Source: an optimization exercise on an open RTL-to-GDS flow (aim: small area, a short achievable clock period and few clock cycles per item). Production flows keep margins and buffers that such runs may drop. Function was checked by simulation only, so behaviour that the tests miss may differ from the original.

== P ==
==> flow/design.v (excerpt) <==
module gorilla_enc (
    input  wire        clk,
    input  wire        rst,
    input  wire        in_valid,
    output wire        in_ready,
    input  wire [63:0] in_data,
    input  wire        in_first,
    input  wire        in_last,
    input  wire [1:0]  in_wc,
    output wire        out_valid,
    input  wire        out_ready,
    output wire [63:0] out_data,
    output wire        out_last,
    output wire [3:0]  out_nbytes
);
Size in the first run: ~4200 cells after synthesis, about 400 flip-flops, about 29000 sq um of cells after synthesis.
==> flow/config.mk <==
export PLATFORM = sky130hd
export DESIGN_NAME = gorilla_enc
export DESIGN_NICKNAME = gorilla_enc
export VERILOG_FILES = /design/flow/design.v
export SDC_FILE = /design/flow/constraint.sdc
export NUM_CORES = 4
export LEC_CHECK = 0
export ABC_AREA = 1
export CAP_MARGIN = 20
export CORE_MARGIN = 2
export CORE_UTILIZATION = 25
export SLEW_MARGIN = 20
==> flow/constraint.sdc <==
create_clock -name core_clock -period 18.0 [get_ports {clk}]
set_input_delay 3.6000 -clock core_clock [delete_from_list [all_inputs] [get_ports {clk}]]
set_output_delay 3.6000 -clock core_clock [all_outputs]
set_load 0.01 [all_outputs]
standard.sh (not shown) runs the stock make flow with config.mk's settings and CLKGATE_MAP_FILE= SYNTH_SCRIPT=/design/flow/synth_recipe.tcl, a recipe that flattens the netlist after the stock synthesis.
==> flow/flow/run.sh <==
#!/bin/bash
# Standard layout, with timing repair aimed below the design's period
# (repair_timing keeps a setup margin) and plain buffers on the ports.
set -e
export SETUP_SLACK_MARGIN=12.7
export BUFFER_PORTS_ARGS="-buffer_cell sky130_fd_sc_hd__buf_2"
bash standard.sh > standard.log 2>&1
Testbench counts of P, summed over its fixed seeds: cycles 18,496, items 18,380.
--- input diff P..Q ---
==> flow/flow/run.sh <==
#!/bin/bash
# Standard layout, with timing repair aimed below the design's period
# (repair_timing keeps a setup margin) and plain buffers on the ports.
set -e
export SETUP_SLACK_MARGIN=12.6
export BUFFER_PORTS_ARGS="-buffer_cell sky130_fd_sc_hd__buf_2"
bash standard.sh > standard.log 2>&1
Results
Q was carried through to the last stage, and its layout satisfied the timing, design-rule and antenna checks.
Per the comparison of Q with P, growth of design area from synthesis to finish decreased by 0.78 points relative to the old numbers.
Q: final cell area excluding filler cells lower than P
Re total number of placement rows: no difference whatsoever between Q and P.
Final sequential cell count came out exactly the same in P and Q.
Least setup slack across all paths after layout sits lower in Q than in P.
[compare] base=P new=Q: maximum number of pins on one net before global-route repair now smaller; sequential fraction of total cell area went up by 0.21 points.
### Q -> R
# Q
export LEC_CHECK = 0
export ABC_AREA = 1
export CAP_MARGIN = 20
export CORE_MARGIN = 2
export CORE_UTILIZATION = 25
export SLEW_MARGIN = 20
create_clock -name core_clock -period 18.0 [get_ports {clk}]
# R
export LEC_CHECK = 0
export CAP_MARGIN = 20
export CORE_MARGIN = 2
export CORE_UTILIZATION = 45
export PLACE_DENSITY = 0.7
export SLEW_MARGIN = 20
create_clock -name core_clock -period 18.0 [get_ports {clk}]
==> flow/flow/run.sh <==
#!/bin/bash
# Standard layout, with timing repair aimed below the design's period
# (repair_timing keeps a setup margin) and plain buffers on the ports.
set -e
export SETUP_SLACK_MARGIN=12.7
export BUFFER_PORTS_ARGS="-buffer_cell sky130_fd_sc_hd__buf_2"
bash standard.sh > standard.log 2>&1
[summary]
Comparing Q with R, the count of flip-flops and latches came out essentially unchanged.
Delta (R minus Q): critical path depth now sits higher; total non-filler cell area in the finished layout decreased by 850 sq um relative to the old numbers; pin slew with the least headroom to its limit increased by 0.050 ns relative to the old numbers; register-to-register setup slack dropped 0.23 ns.
R: global-route usage higher than Q
Relative to Q, the non-clock buffer count measured on R has increased by more than 10%.
Of the two values seen for commonest non-fill, non-tap cell in the layout, sky130_fd_sc_hd__nand3_1 was produced by Q and sky130_fd_sc_hd__nand2_1 by R.
R: setup slack lower than Q
Modified inputs, S compared to R
# R
export LEC_CHECK = 0
export CAP_MARGIN = 20
export CORE_MARGIN = 2
export CORE_UTILIZATION = 45
export PLACE_DENSITY = 0.7
export SLEW_MARGIN = 20
create_clock -name core_clock -period 18.0 [get_ports {clk}]
# S
export LEC_CHECK = 0
export ABC_AREA = 1
export CAP_MARGIN = 20
export CORE_MARGIN = 2
export CORE_UTILIZATION = 25
export CTS_BUF_LIST = sky130_fd_sc_hd__clkbuf_8
export SLEW_MARGIN = 20
create_clock -name core_clock -period 18.0 [get_ports {clk}]
==> run summary <==
Number of buffers outside the clock class in the layout (S / R): 0.905. The achievable clock frequency in S was higher than what R gave. Looking at total global-route track usage, S sits 12 points below R. S ended up with a higher first-pass GRT wire length than R did.
Here is what was changed in the inputs of T compared with S.
# S
export LEC_CHECK = 0
export ABC_AREA = 1
export CAP_MARGIN = 20
export CORE_MARGIN = 2
export CORE_UTILIZATION = 25
export CTS_BUF_LIST = sky130_fd_sc_hd__clkbuf_8
export SLEW_MARGIN = 20
create_clock -name core_clock -period 18.0 [get_ports {clk}]
# T
export LEC_CHECK = 0
export CAP_MARGIN = 20
export CORE_MARGIN = 2
export CORE_UTILIZATION = 25
export SLEW_MARGIN = 20
create_clock -name core_clock -period 18.0 [get_ports {clk}]
### Flow results
On starting density of the core, T and S are neck and neck.
In the tables for T and S, layout cell share with drive strength beyond 1 reads higher with T.
T vs. S: number of tap cells inserted saw a decrease.

## re-timing with driven ports
Ports are ideal in the flow. The routed layouts listed here were re-timed in OpenROAD.
Step 1, drivers: a clkbuf_16 drives clk and a buf_2 each remaining input, both assumed.
Step 2 adds t to the input delays and takes it off the output delays; t is the mean of the earliest and latest rising clock arrival at the registers after step 1. Input paths then give back, and output paths get back, about the clock's delay inside the block.
Slacks: no drivers / after step 1 / after step 2; pairs: no drivers / after step 1.
run | t (ns) | slack for setup (ns) | clock arrival spread, ns | cell pins on the clock port's net
P | 0.662 | 12.762 / 12.801 / 12.139 | 0.029 / 0.028 | 1
Q | 0.667 | 12.699 / 12.734 / 12.067 | 0.027 / 0.027 | 1
R | 0.661 | 12.687 / 12.725 / 12.065 | 0.035 / 0.035 | 1
S | 0.743 | 12.824 / 12.806 / 12.096 | 0.052 / 0.052 | 1
T | 0.643 | 12.720 / 12.720 / 12.122 | 0.039 / 0.039 | 1
After both steps every run listed still meets setup and hold. For S, which loses most, drivers alone change the setup slack by -0.018 ns; drivers and shift together by -0.728 ns.
